What follows belongs to an exercise in optimizing a design on an open flow for small area, a short achievable clock period and few clock cycles; a production flow would make more cautious choices. Only simulation tests tie the RTL to the original design; equivalence was not proved.

## gc_src_linear
module gc_src_linear (
    input  wire        clk,
    input  wire        rst,
    input  wire        start,
    input  wire [23:0] cfg_rs,
    input  wire [23:0] cfg_rt,
    input  wire [2:0]  cfg_chm1,
    input  wire        in_valid,
    output wire        in_ready,
    input  wire [31:0] in_data,
    output reg         out_valid,
    input  wire        out_ready,
    output reg  [31:0] out_data
);
For scale: about 8400 cells after synthesis, about 120 I/O pins.
export LEC_CHECK = 0
export ABC_AREA = 1
export CAP_MARGIN = 60
export CORE_MARGIN = 2
export CORE_UTILIZATION = 40
export CTS_BUF_LIST = sky130_fd_sc_hd__clkbuf_8
export SETUP_SLACK_MARGIN = 5
export SLEW_MARGIN = 60
create_clock -name core_clock -period 125.0 [get_ports {clk}]
run.sh (not shown) runs the stock make flow with config.mk's settings and CLKGATE_MAP_FILE= SYNTH_SCRIPT=/design/flow/synth_recipe.tcl, a recipe that flattens the netlist after the stock synthesis.
Testbench counts at the start, summed over its fixed seeds: cycles 276,178.
Next try:
Settings changed: CAP_MARGIN 60 to 20, CTS_BUF_LIST sky130_fd_sc_hd__clkbuf_8 to not set, CTS_CLUSTER_DIAMETER set to 100, CTS_CLUSTER_SIZE set to 20, GPL_TIMING_DRIVEN set to 0, SLEW_MARGIN 60 to 20.
Result: Worst setup slack got worse by 560 ps. Core utilization drops by 0.81 points. Die area is unchanged. Design area goes down slightly. Sequential share of layout area goes up by 0.50 points. Register-to-register slack is worse by 2300 ps. Sequential cell count stays the same. Global-route usage grows by 2.6 points.
Next try:
Settings changed: CTS_BUF_LIST set to sky130_fd_sc_hd__clkbuf_8, CTS_CLUSTER_DIAMETER 100 to not set, CTS_CLUSTER_SIZE 20 to not set, GPL_TIMING_DRIVEN 0 to not set.
Effect: Hold slack improves by 12 ps. Sequential cell count stays the same. Die area does not change. Routed wire length came out lower by 10%. Critical path depth fell by 5.
Next try:
Settings changed: CTS_BUF_LIST sky130_fd_sc_hd__clkbuf_8 to not set, CTS_CLUSTER_DIAMETER set to 100, CTS_CLUSTER_SIZE set to 20.
Setup slack is better by 190 ps.
Non-clock buffer count does not change.
Cell area goes down by 2.3%.
Routed wire length goes down by about 1.1%.


Starting RTL as in the previous note.
make LEC_CHECK=0 ABC_AREA=1 CAP_MARGIN=20 CORE_MARGIN=2 CORE_UTILIZATION=40 CTS_CLUSTER_DIAMETER=130 CTS_CLUSTER_SIZE=22 SETUP_SLACK_MARGIN=5 SLEW_MARGIN=20 finish   # period 125.0 ns
Testbench counts at the start, summed over its fixed seeds: cycles 276,178.
Then changed:
- CTS_CLUSTER_DIAMETER: 130 -> 80
- CTS_CLUSTER_SIZE: 22 -> 24
Effect: Utilization goes up by 0.24 points. Worst setup slack gains 0.0034 ns. Synthesized area is unchanged. Clock-buffer cell count decreases by 4. Design area climbs by 0.56%.
Then changed:
- CTS_CLUSTER_DIAMETER: 80 -> 120
- CTS_CLUSTER_SIZE: 24 -> 26
After rerunning: Clock skew decreases by 0.034 ns; synthesized cell count stays the same; die area does not change; routed wire length stays flat; setup slack is worse by 0.016 ns; maximum frequency is about the same; cell area decreases by 0.73%; global-route usage is about the same.
Then changed:
- CTS_CLUSTER_DIAMETER: 120 -> 60
- CTS_CLUSTER_SIZE: 26 -> 30
=> The new run finished clean. Sequential share of layout area is lower by 0.55 points. Core utilization rose by 0.85 points. Setup slack improves by 0.031 ns. Wire length grows by 0.47%.


Another version of the RTL of gc_src_linear (not shown whole).
Size: about 9200 cells after synthesis, about 890 flip-flops, ~72000 um2 of cells after synthesis.
make LEC_CHECK=0 ABC_AREA=1 CAP_MARGIN=20 CORE_MARGIN=2 CORE_UTILIZATION=55 SETUP_SLACK_MARGIN=5 SLEW_MARGIN=20 finish   # period 125.0 ns
The baseline ran to the end with no violations.
Testbench counts at the start, summed over its fixed seeds: cycles 276,178.
Edit:
Settings changed: CORE_UTILIZATION 55 to 40.
=>
- The changed run finished with timing, DRC and antenna clean
- synthesized cell count stays the same
- non-clock buffer count is lower by 16
- wire length rose by a few percent
- flip-flop and latch count does not change
- via count drops slightly
- utilization is lower by 16 points
- final area rises slightly
- worst hold slack improved by 0.011 ns


== main ==
gc_src_linear, a different RTL version from the one above (not shown whole).
Size in the first run: ~8,300 cells after synthesis, roughly 900 flip-flops, roughly 120 I/O pins, about 68,000 um^2 of cells after synthesis.
Design gc_src_linear, start of the top module:
module gc_src_linear (
    input  wire        clk,
    input  wire        rst,
    input  wire        start,
    input  wire [23:0] cfg_rs,
    input  wire [23:0] cfg_rt,
    input  wire [2:0]  cfg_chm1,
    input  wire        in_valid,
    output wire        in_ready,
    input  wire [31:0] in_data,
    output reg         out_valid,
    input  wire        out_ready,
    output reg  [31:0] out_data
);
clock: 125.0 ns
lec_check: 0
abc_area: 1
cap_margin: 20
core_margin: 2
core_utilization: 40
setup_slack_margin: 5
slew_margin: 20
Testbench counts of main, summed over its fixed seeds: cycles 276,178.
Relative to main, the following input files were edited for the feature branch:
# main
export LEC_CHECK = 0
export ABC_AREA = 1
export CAP_MARGIN = 20
export CORE_MARGIN = 2
export CORE_UTILIZATION = 40
export SETUP_SLACK_MARGIN = 5
export SLEW_MARGIN = 20
create_clock -name core_clock -period 125.0 [get_ports {clk}]
# the feature branch
export LEC_CHECK = 0
export ABC_AREA = 1
export CAP_MARGIN = 20
export CORE_MARGIN = 2
export CORE_UTILIZATION = 40
export CTS_BUF_LIST = sky130_fd_sc_hd__clkbuf_8
export SETUP_SLACK_MARGIN = 5
export SLEW_MARGIN = 20
create_clock -name core_clock -period 125.0 [get_ports {clk}]
## What came out
The fraction of cell area in non-clock buffers of main and that of the feature branch are within noise of each other. Register-to-register slack in the feature branch vs main: down 0.05 ns. The feature branch ends up with a setup slack that is 0.24 ns higher than in main. The cell area of main and that of the feature branch are within noise of each other. Layout filler cell count across the feature branch and main: no real change. Comparing the feature branch and main, time the final worst path needs with I/O delays and setup is lower on the feature branch. [compare] base=main new=the feature branch: global-route wire length before repair went up 1.6 mm; share of synthesized area spent on multiplexers held.

port drivers added, routing unchanged:
How much do the figures lean on ideal ports? The routed layouts below were timed once more, with nothing changed but the port constraints. Step 1: set_driving_cell puts a clkbuf_16 on clk and a buf_2 on each other input, an assumption about the parent block. Step 2 times the ports against the registers' clock, not the clock port: input delays grow and output delays shrink by t, the midpoint of the rising clock arrivals with the driver on. a / b / c = ideal ports / drivers / drivers and shift; a / b = the first two.
run	shift t [ns]	slack for setup (ns)	latest minus earliest clock arrival (ns)	slew at the worst register clock pin (ns)	cell pins on the clock port's net
the first run of note 1	0.987	98.069 / 97.996 / 97.872	0.088 / 0.088	0.09 / 0.09	1
the second run of note 1	0.770	97.506 / 97.543 / 96.772	0.075 / 0.075	0.10 / 0.10	1
the third run of note 1	0.977	98.045 / 97.973 / 97.500	0.071 / 0.071	0.08 / 0.08	1
the fourth run of note 1	0.775	98.234 / 98.156 / 97.531	0.080 / 0.080	0.10 / 0.10	1
the first run of note 2	0.753	98.230 / 98.174 / 97.536	0.070 / 0.070	0.11 / 0.11	1
the second run of note 2	0.778	98.233 / 98.158 / 97.552	0.087 / 0.086	0.11 / 0.11	1
the third run of note 2	0.766	98.217 / 98.199 / 97.508	0.053 / 0.053	0.11 / 0.11	1
the fourth run of note 2	0.798	98.247 / 98.172 / 97.507	0.069 / 0.069	0.11 / 0.11	1
the first run of note 3	0.776	96.525 / 96.445 / 96.645	0.084 / 0.084	0.07 / 0.07	1
the second run of note 3	0.786	96.523 / 96.438 / 96.238	0.046 / 0.046	0.08 / 0.08	1
main	0.773	97.862 / 97.847 / 97.074	0.087 / 0.088	0.07 / 0.07	1
the feature branch	0.959	98.101 / 98.031 / 97.131	0.084 / 0.084	0.07 / 0.07	1
After both steps setup and hold are still met in every run listed. The setup slack of the feature branch, which loses most, moves by -0.070 ns with the drivers and by -0.970 ns with both steps.
